Background: an optimization exercise with open tools, aiming at small area, a short achievable clock period and few clock cycles. Do not read the settings as production practice. Function was checked by simulation only, so behaviour that the tests miss may differ from the original. Power is estimated from default activity; no workload was simulated.

--- run.sh ---
#!/bin/bash
# synth_recipe.tcl (not shown) runs the flow's synth.tcl, then flattens the netlist and writes it again
# the make line also repeats each setting of config.mk as NAME=value (left out here)
make -C /OpenROAD-flow-scripts/flow DESIGN_CONFIG=/design/flow/config.mk WORK_HOME=/design/flow/orfs CLKGATE_MAP_FILE= SYNTH_SCRIPT=/design/flow/synth_recipe.tcl finish
--- config.mk ---
export PLATFORM = sky130hd
export DESIGN_NAME = glz_model
export DESIGN_NICKNAME = glz_model
export VERILOG_FILES = /design/flow/design.v
export SDC_FILE = /design/flow/constraint.sdc
export NUM_CORES = 4
export LEC_CHECK = 0
export CAP_MARGIN = 20
export CORE_MARGIN = 2
export CORE_UTILIZATION = 40
export SLEW_MARGIN = 20
--- constraint.sdc ---
create_clock -name core_clock -period 24.0 [get_ports {clk}]
set_input_delay 4.8000 -clock core_clock [delete_from_list [all_inputs] [get_ports {clk}]]
set_output_delay 4.8000 -clock core_clock [all_outputs]
set_load 0.01 [all_outputs]
--- design.v ---
module glz_model (
    input  wire        clk,
    input  wire        rst,         
    input  wire        cmd_valid,
    output wire        cmd_ready,
    input  wire [7:0]  cmd_op,
    input  wire [31:0] cmd_arg,
    output reg         rsp_valid,
    output reg  [7:0]  rsp_err,
    output reg  [31:0] rsp_res0,
    output reg  [31:0] rsp_res1
);
    localparam NB = 32;
    localparam CW = 16;
    localparam OP_NOP         = 8'h00;
    localparam OP_HIST_CLEAR  = 8'h20;
    localparam OP_HIST_INC    = 8'h21;
    localparam OP_HIST_DEC    = 8'h22;
    localparam OP_HIST_GET    = 8'h23;
    localparam OP_HIST_BOUND  = 8'h24;
    localparam OP_HIST_SORT   = 8'h26;
    localparam OP_TABLE_CLEAR = 8'h32;
    localparam OP_MAP_ENC     = 8'h33;
    localparam OP_MAP_DEC     = 8'h34;
    localparam OP_TABLE_READ  = 8'h35;
    localparam OP_RICE_SEARCH = 8'h42;
    localparam E_OK        = 8'h00;
    localparam E_CAPACITY  = 8'h09;
    localparam E_UNDERFLOW = 8'h0C;
    localparam E_OVERFLOW  = 8'h0D;
    localparam E_ILLEGAL   = 8'h0E;
    reg [CW-1:0] cnt [0:NB-1];
    reg [5:0]    bound;             
    reg [4:0]    dec_tbl [0:NB-1];  
    reg          remap_en;
    reg [5:0]    tbl_b;
    reg [20:0]   tot;               
    reg [20:0]   sj [0:5];          
    reg          rdy;
    assign cmd_ready = rdy;
    wire         acc = cmd_valid & rdy;
    reg          e_v;
    reg          e_nop, e_clr, e_inc, e_dec, e_get, e_bnd, e_sort, e_tclr,
                 e_map, e_mdir, e_rd, e_srch, e_ill;
    reg [31:0]   e_arg;
    reg          e_lt32, e_le32;
    reg [2:0]    e_i0;              
    reg          e_wait;            
    reg [5:0]    e_cnt;
    reg [2:0]    e_idx;
    reg          e_fin;
    wire in_sort = (cmd_op == OP_HIST_SORT);
    wire in_tclr = (cmd_op == OP_TABLE_CLEAR);
    wire in_map  = (cmd_op == OP_MAP_ENC) | (cmd_op == OP_MAP_DEC);
    wire in_rd   = (cmd_op == OP_TABLE_READ);
    wire in_srch = (cmd_op == OP_RICE_SEARCH);
    wire in_known = (cmd_op == OP_NOP) | (cmd_op == OP_HIST_CLEAR) |
                    (cmd_op == OP_HIST_INC) | (cmd_op == OP_HIST_DEC) |
                    (cmd_op == OP_HIST_GET) | (cmd_op == OP_HIST_BOUND) |
                    in_sort | in_tclr | in_map | in_rd | in_srch;
    wire in_wait = in_rd & e_v & (e_inc | e_dec);
    wire in_multi = in_sort | in_tclr | in_map | in_srch | in_wait;
    wire [2:0] in_i0 = (|cmd_arg[31:28]) ? 3'd7 :
                       (|cmd_arg[27:24]) ? 3'd6 :
                       (|cmd_arg[23:20]) ? 3'd5 :
                       (|cmd_arg[19:16]) ? 3'd4 :
                       (|cmd_arg[15:12]) ? 3'd3 :
                       (|cmd_arg[11:8])  ? 3'd2 :
                       (|cmd_arg[7:4])   ? 3'd1 : 3'd0;
    wire         scan = e_sort | e_tclr;
    wire         first = (e_cnt == 6'd0);
    reg  [4:0]   key_p;             
    reg  [15:0]  key1;              
    wire [4:0]   rd_idx = scan ? e_cnt[4:0] : e_arg[4:0];
    wire [15:0]  cnt_rd = cnt[rd_idx];
    wire [4:0]   sym    = e_arg[4:0];
    wire         cnt_max  = &cnt_rd;
    wire         cnt_zero = ~|cnt_rd;
    wire         inc_ok = e_v & e_inc & e_lt32 & ~cnt_max;
    wire         dec_ok = e_v & e_dec & e_lt32 & ~cnt_zero;
    wire [15:0]  cnt_new = cnt_rd + (e_dec ? 16'hFFFF : 16'h0001);
    wire         clr_ok = e_v & e_clr & e_le32;
    reg  [4:0]   rem;
    function [4:0] mstep;
        input [4:0] r;
        input       b;
        input [5:0] d;
        reg   [5:0] t;
        begin
            t = {r, b};
            mstep = (t >= d) ? (t - d) : t[4:0];
        end
    endfunction
    wire [2:0]   m_idx = first ? e_i0 : e_idx;
    wire [3:0]   m_nib = e_arg[{m_idx, 2'b00} +: 4];
    wire [4:0]   ch_in  = e_map ? (first ? 5'd0 : rem) : {4'd0, sym[4] & (tbl_b != 6'd1)};
    wire [3:0]   ch_nib = e_map ? m_nib : sym[3:0];
    wire [4:0]   ch1 = mstep(ch_in, ch_nib[3], tbl_b);
    wire [4:0]   ch2 = mstep(ch1,   ch_nib[2], tbl_b);
    wire [4:0]   ch3 = mstep(ch2,   ch_nib[1], tbl_b);
    wire [4:0]   ch4 = mstep(ch3,   ch_nib[0], tbl_b);
    reg          w_v;
    reg          w_up;
    reg  [4:0]   w_s;
    reg  [4:0]   w_r;
    wire [4:0]   inv_key = w_v ? w_r : (e_rd ? sym : rem);
    reg  [4:0]   inv;
    integer      u;
    always @(*) begin
        inv = 5'd0;
        for (u = 0; u < NB; u = u + 1)
            if ((dec_tbl[u] == inv_key) && (u < tbl_b))
                inv = inv | u[4:0];
    end
    wire [4:0]   d_idx = e_rd ? sym : rem;
    wire [4:0]   d_rd  = dec_tbl[d_idx];
    wire [4:0]   m_x   = e_mdir ? d_rd : inv;
    wire [6:0]   m_end = {2'd0, e_arg[4:0]} + {1'b0, tbl_b} - {2'd0, rem};
    wire         m_top = (&e_arg[31:5]) && (m_end > 7'd32);
    wire [5:0]   m_d   = {1'b0, m_x} - {1'b0, rem};
    wire [31:0]  m_res = (m_top | ~remap_en) ? e_arg : (e_arg + {{26{m_d[5]}}, m_d});
    reg  [31:0]  beats;
    integer      t;
    always @(*) begin
        for (t = 0; t < NB; t = t + 1)
            beats[t] = (cnt[t] > key1) || ((cnt[t] == key1) && (t < key_p));
    end
    function [5:0] pop32;
        input [31:0] x;
        reg [1:0] a1 [0:15];
        reg [2:0] a2 [0:7];
        reg [3:0] a3 [0:3];
        reg [4:0] a4 [0:1];
        integer q;
        begin
            for (q = 0; q < 16; q = q + 1) a1[q] = x[2*q] + x[2*q+1];
            for (q = 0; q < 8; q = q + 1)  a2[q] = a1[2*q] + a1[2*q+1];
            for (q = 0; q < 4; q = q + 1)  a3[q] = a2[2*q] + a2[2*q+1];
            for (q = 0; q < 2; q = q + 1)  a4[q] = a3[2*q] + a3[2*q+1];
            pop32 = a4[0] + a4[1];
        end
    endfunction
    wire [5:0]   rank6 = pop32(beats);
    wire [4:0]   rank  = rank6[4:0];
    wire [5:0]   w_m = remap_en ? ({1'b0, w_s} - {1'b0, w_r} + {1'b0, inv}) : {1'b0, w_s};
    reg  [26:0]  s_a;
    reg  [23:0]  s_kt;
    reg  [26:0]  s_best;
    reg  [2:0]   s_bk;
    wire [2:0]   kmax = (bound <= 6'd1) ? 3'd0 :
                        (bound <= 6'd2) ? 3'd1 :
                        (bound <= 6'd4) ? 3'd2 :
                        (bound <= 6'd8) ? 3'd3 :
                        (bound <= 6'd16) ? 3'd4 : 3'd5;
    wire [2:0]   s_k   = 3'd5 - e_cnt[2:0];        
    wire [2:0]   s_kc  = 3'd6 - e_cnt[2:0];        
    wire [20:0]  s_sk  = sj[s_k];
    wire [26:0]  s_anew = (first ? 27'd0 : {s_a[25:0], 1'b0}) + {6'd0, s_sk};
    wire [23:0]  s_6t  = {1'b0, tot, 2'b00} + {2'd0, tot, 1'b0};
    wire [26:0]  s_c   = s_a + {3'd0, s_kt};
    wire         s_take = (s_kc == kmax) || ((s_kc < kmax) && (s_c <= s_best));
    wire         s_stall = e_srch & first & w_v;
    reg          e_last;
    reg          e_next_last;
    always @(*) begin
        e_last = 1'b1;
        e_next_last = 1'b0;
        if (scan) begin
            e_last = (e_cnt == bound);
            e_next_last = (e_cnt + 6'd1 == bound);
        end else if (e_srch) begin
            e_last = (e_cnt == 6'd6);
            e_next_last = (e_cnt == 6'd5);
        end else if (e_map) begin
            e_last = e_fin | ~remap_en;
            e_next_last = (m_idx == 3'd0);
        end else if (e_rd) begin
            e_last = ~(e_wait & first);
            e_next_last = 1'b1;
        end
    end
    integer i, j;
    always @(posedge clk) begin
        if (rst) begin
            rdy       <= 1'b1;
            e_v       <= 1'b0;
            w_v       <= 1'b0;
            rsp_valid <= 1'b0;
            bound     <= 6'd0;
            remap_en  <= 1'b0;
            tbl_b     <= 6'd0;
            tot       <= 21'd0;
            for (i = 0; i < NB; i = i + 1)
                cnt[i] <= {CW{1'b0}};
            for (j = 0; j < 6; j = j + 1)
                sj[j] <= 21'd0;
        end else begin
            if (acc)
                rdy <= ~in_multi;
            else if (e_v & ~e_last)
                rdy <= e_next_last;
            else
                rdy <= 1'b1;
            if (acc) begin
                e_v    <= 1'b1;
                e_nop  <= (cmd_op == OP_NOP);
                e_clr  <= (cmd_op == OP_HIST_CLEAR);
                e_inc  <= (cmd_op == OP_HIST_INC);
                e_dec  <= (cmd_op == OP_HIST_DEC);
                e_get  <= (cmd_op == OP_HIST_GET);
                e_bnd  <= (cmd_op == OP_HIST_BOUND);
                e_sort <= in_sort;
                e_tclr <= in_tclr;
                e_map  <= in_map;
                e_mdir <= (cmd_op == OP_MAP_DEC);
                e_rd   <= in_rd;
                e_srch <= in_srch;
                e_ill  <= ~in_known;
                e_arg  <= cmd_arg;
                e_lt32 <= (cmd_arg < 32'd32);
                e_le32 <= (cmd_arg <= 32'd32);
                e_i0   <= in_i0;
                e_wait <= in_wait;
                e_cnt  <= 6'd0;
                e_fin  <= 1'b0;
            end else if (e_v & e_last) begin
                e_v    <= 1'b0;
                e_nop  <= 1'b0;
                e_clr  <= 1'b0;
                e_inc  <= 1'b0;
                e_dec  <= 1'b0;
                e_get  <= 1'b0;
                e_bnd  <= 1'b0;
                e_sort <= 1'b0;
                e_tclr <= 1'b0;
                e_map  <= 1'b0;
                e_rd   <= 1'b0;
                e_srch <= 1'b0;
                e_ill  <= 1'b0;
            end else if (e_v & ~s_stall) begin
                e_cnt  <= e_cnt + 6'd1;
            end
            if (clr_ok) begin
                for (i = 0; i < NB; i = i + 1)
                    cnt[i] <= {CW{1'b0}};
                bound <= e_arg[5:0];
                tot   <= 21'd0;
            end else if (inc_ok | dec_ok) begin
                cnt[sym] <= cnt_new;
                tot <= tot + (e_dec ? 21'h1FFFFF : 21'd1);
                if (e_inc && ({1'b0, sym} >= bound))
                    bound <= {1'b0, sym} + 6'd1;
            end
            w_v  <= inc_ok | dec_ok;
            w_up <= e_inc;
            w_s  <= sym;
            w_r  <= ch4;
            for (j = 0; j < 6; j = j + 1) begin
                if (clr_ok || (e_v && scan && first))
                    sj[j] <= 21'd0;
                else if (e_v && scan && !first) begin
                    if (e_sort ? rank6[j] : (j < 5 && key_p[j%5]))
                        sj[j] <= sj[j] + {5'd0, key1};
                end else if (w_v && w_m[j])
                    sj[j] <= sj[j] + (w_up ? 21'd1 : 21'h1FFFFF);
            end
            key1  <= cnt_rd;
            key_p <= e_cnt[4:0];
            if (e_v && e_sort && !first)
                dec_tbl[rank] <= key_p;
            if (e_v && scan && e_last) begin
                tbl_b    <= e_sort ? bound : 6'd0;
                remap_en <= e_sort && (bound != 6'd0);
            end
            if (e_v && e_map && !e_fin) begin
                rem   <= ch4;
                e_idx <= m_idx - 3'd1;
                if (m_idx == 3'd0)
                    e_fin <= 1'b1;
            end
            if (e_v && e_srch && !s_stall) begin
                s_a  <= s_anew;
                s_kt <= first ? s_6t : (s_kt - {3'd0, tot});
                if (!first && s_take) begin
                    s_best <= s_c;
                    s_bk   <= s_kc;
                end
            end
            rsp_valid <= e_v & e_last;
            rsp_err   <= E_OK;
            rsp_res0  <= 32'd0;
            rsp_res1  <= 32'd0;
            if (e_ill)
                rsp_err <= E_ILLEGAL;
            if (e_clr && !e_le32)
                rsp_err <= E_CAPACITY;
            if ((e_inc | e_dec) && !e_lt32)
                rsp_err <= E_CAPACITY;
            else if (e_inc && cnt_max)
                rsp_err <= E_OVERFLOW;
            else if (e_dec && cnt_zero)
                rsp_err <= E_UNDERFLOW;
            if (e_get && e_lt32)
                rsp_res0 <= {16'd0, cnt_rd};
            if (e_bnd || e_sort)
                rsp_res0 <= {26'd0, (e_sort && !remap_en && 1'b0) ? 6'd0 : bound};
            if (e_map)
                rsp_res0 <= m_res;
            if (e_rd && remap_en && e_lt32 && ({1'b0, sym} < tbl_b)) begin
                rsp_res0 <= {27'd0, d_rd};
                rsp_res1 <= {27'd0, inv};
            end
            if (e_srch) begin
                rsp_res0 <= {29'd0, s_take ? s_kc : s_bk};
                rsp_res1 <= {5'd0, s_take ? s_c : s_best};
            end
        end
    end
endmodule
==> impl_results.md <==
* Outcome: complete, no violations
* Crit path depth at 45
* Worst EP required at 24510 ps
* Post-synth ARST share at 0
* Worst-margin pin slew at 1340 ps
* R2r startpoint: e_cnt[0]$_SDFFCE_PP0P_
* Pin count of the biggest net entering global routing at 118
* Netlist cell types at 102
* Hold path depth at 2
* Register bit total from synthesis at 1077
* Mapped Area at 76400 µm²
* Chip width at 441 µm
* Clk buf depth at 3
* Buf/Inv on CP at 7
* IO Pins at 117
* Starting Density at 0.402
* Hold violation total from the final report at 0
* Synthesized area per cell at 9.85 µm²
* Ys flop type: edfxtp_1
* Reg2reg path depth at 45
* Crit path DAT at 11570 ps
* Post-CTS Setup Inserts at 0
* Peak supply drop at 0.287 mV
* Worst slew margin at 0.0965
* CTS H-tree lvls at 4
* Port bufs at 107
* Final Power at 0.00836 W
* Crit-path most repeated cell: a21oi_1
* Fmax at 90.4 MHz
* EDFF count, synth at 913
* Synth-to-Final Area Change at 10.8%
* DRC Markers at 0
* Share of layout cells above drive strength 1 at 0.0730
* Clk latency of the worst-skew pair at 790 ps
* Number of vias in the routed layout at 63117
* Dpl hpwl at 192000 µm
* Layout Skew at 32.7 ps
* Top post-synthesis cells by area: edfxtp_1, ha_1, nor2_1
* First-pass GRT wire length at 400000 µm
* Detailed-route wire length per cell at 26.1 µm
* Gate Count Post-Synth at 7755
* CTS Buf Count at 131
* Critical Path Source Type: flop
* First-pass iteration count of the detailed router at 7
* Sequential area share after synthesis at 0.402
* Final nets at 8768
* Initial antenna violation count at 14
* Die area at 195000 µm²
* Unrepaired setup endpoints after global routing: no
* CTS root buf: clkbuf_16
* Reg-to-reg slack, setup at 12940 ps
* Max Cap Violations at 0
* WHS Endpoint: sj[0][18]$_SDFFE_PP0P_
* Type of the tightest min-delay check: flop to flop
* Syn. warnings at 6
* Post-route minimum period at 11060 ps
* CTS Hold Buffers Added at 0
* Critical path class: flop to flop
* Critical hold path startpoint: sj[0][18]$_SDFFE_PP0P_
* Vias per inst at 6.06
* CP delay by family, top: compound AO/OA/AOI/OAI gates
* Worst path slowest cell: edfxtp_1
* # rows at 160
* Lkg Pwr at 33.8 nW
* Sink Count at 1077
* GP Congestion at 1.00
* Final setup violation count at 0
* DR iter-0 viols at 6178
* Power per cell area at 98.7 nW/µm²
* Clock slew at reported path FFs at 60 ps
* Post-synth top area share at 0.359
* Critical path peak fanout at 63
* Cell taking the most area after synthesis: edfxtp_1
* Fin crit share at 0.461
* Vias in the first global route at 61994
* FF-to-FF End: w_r[1]$_DFFE_PN_
* CTS tree: yes
* Post-CTS Resized at 0
* Total track usage at 0.274
* Core area at 190000 µm²
* Remaining Overflow, GRT at 0
* Die H at 441 µm
* WL final at 272000 µm
* TNS Setup at 0 ps
* Slew Limit Fails at 0
* Critical path's largest stage delay at 620 ps
* Routed Antenna Nets at 0
* Crit. End Element: flop
routing by layer:
layer	wire length, µm	vias up	GRT usage
li1	-	28720	-
met1	106000	30724	0.337
met2	126000	2875	0.449
met3	22800	794	0.0535
met4	17700	4	0.158
met5	22	-	0
worst max path at each step:
| stage | start | endpoint | slack, ps |
|---|---|---|---|
| 2_1_floorplan | e_cnt[0]$_SDFFCE_PP0P_ | rem[3]$_DFFE_PP_ | 14720 |
| 3_3_place_gp | e_cnt[0]$_SDFFCE_PP0P_ | rem[3]$_DFFE_PP_ | 12870 |
| 3_5_place_dp | e_cnt[0]$_SDFFCE_PP0P_ | w_r[3]$_DFFE_PN_ | 13070 |
| 4_1_cts | e_cnt[0]$_SDFFCE_PP0P_ | w_r[1]$_DFFE_PN_ | 13000 |
| 5_1_grt | e_cnt[0]$_SDFFCE_PP0P_ | w_r[1]$_DFFE_PN_ | 11990 |
| 6_report | e_cnt[0]$_SDFFCE_PP0P_ | w_r[1]$_DFFE_PN_ | 12940 |
placed cells by master (no fill, tap or decap), types with 55 or more instances in the layout:
master           netlist  layout
buf_4                 22     144
inv_1                272     256
nand3_1              176     174
edfxtp_1             913     913
nand2b_1             121     121
nor2_1              1034    1029
clkdlybuf4s50_1        0     107
nand2_1              531     528
o21a_1                96      96
xnor2_1              247     246
mux2i_1              152     149
a211oi_1             172     172
clkbuf_16              0     137
a21o_1               124     124
xor2_1               180     177
a21oi_1              511     508
ha_1                 882     878
dfxtp_1              164     164
o21bai_1              55      55
and3_1               163     163
nor2b_1              171     170
o21ai_0              325     315
nand4_1              210     210
nor3_1               101      95
a31oi_1               67      66
logic make-up (layout without fill, tap and decap cells):
kind of cell	Yosys count	in the layout	share of synthesized area
XOR/XNOR	427	427	0.0490
AND/OR/NAND/NOR	2759	2759	0.173
adder cells (fa/ha/maj)	934	934	0.158
other	1	20	0.0000491
multiplexers	223	223	0.0388
flip-flops	1077	1077	0.402
AO/OA/AOI/OAI	1695	1695	0.143
buffers and inverters	639	764	0.0364
area by class of cell:
cell class                      instances  area, µm²
Fill cell                           17845     105000
Tap cell                             2511       3140
Timing Repair Buffer                  257       2260
Clock buffer                          161       3570
Sequential cell                      1077      30700
Inverter                              277       1040
Clock inverter                         69        613
Multi-Input combinational cell       6047      43300
Antenna cell                           11       27.5
worst min-delay path, stage by stage (launching register included):
cell and delay [ps]:
dfxtp_1 320, nand2_1 60, a21oi_1 50
synth_stat cells (23+ instances only):
master    number
o21bai_1      55
buf_6         27
buf_2         33
ha_1         882
buf_1         28
a211oi_1     172
a21oi_1      511
o31ai_1       25
mux2i_1      152
and2_1        37
nand4_1      210
a22o_1        42
clkbuf_1     244
or2_2         27
inv_1        272
nor4_1        52
a31o_2        23
or3_1         31
edfxtp_1     913
nand3_1      176
nor3_1       101
xnor2_1      247
mux4_2        45
xor2_1       180
o21a_1        96
a31oi_1       67
and3_1       163
dfxtp_1      164
fa_1          52
nor2_2        31
o21ai_0      325
nor2b_1      171
nor2_1      1034
a32o_1        37
a21o_1       124
a221oi_1      32
nand2b_1     121
nand2_1      531
state kept, by name, indices dropped and copies added (netlist names), 3 cells and up:
signal / cells
bound: 6
cnt: 512
sj: 126
tbl_b: 6
dec_tbl: 160
rsp_res1: 27
w_s: 5
w_r: 5
e_cnt: 6
rsp_err: 4
s_best: 27
s_a: 27
tot: 21
e_i0: 3
s_kt: 24
s_bk: 3
rsp_res0: 32
e_arg: 32
rem: 5
key_p: 5
e_idx: 3
key1: 16
metrics by stage:
step,instances,worst slack [ps],hold WS (ps),area (µm²),utilization
CTS,10397,13000,476,84600,0.445
global route,10406,11990,496,84700,0.446
detailed placement,10167,13070,469,80400,0.423
finish,10410,12940,475,84700,0.446
global placement,10165,12870,460,80400,0.423
floorplan,7763,14720,449,76400,-
power breakdown:
part	internal, W	leakage [nW]	switching, W
registers	0.00225	10.4	0.000144
clock network	0.00116	2.05	0.000845
logic	0.00128	21.4	0.00268
total	0.00469	33.8	0.00367
Testbench counts, summed over its fixed seeds: cycles 14,894.

[static timing again, ports no longer ideal]
In the flow no input, the clock included, has a driving cell. The finished layout below was timed again as built, in two steps.
Step 1 sets driving cells, clkbuf_16 on the clock port and buf_2 on the other inputs (assumed; they add their load-dependent delay and slew).
Step 2 adds t to the input delays and takes it off the output delays; t is the mean of the earliest and latest rising clock arrival at the registers after step 1. Input paths then give back, and output paths get back, about the clock's delay inside the block.
Slacks: ideal / step 1 / step 2; pairs: ideal / step 1.
t, ns: 0.853
slack for setup (ns): 12.944 / 12.944 / 12.944
latest minus earliest clock arrival (ns): 0.033 / 0.033
cell pins on the clock port's net: 1
After both steps this run still meets setup and hold. The setup slack of this run moves by 0.000 ns with the drivers and by 0.000 ns with both steps.
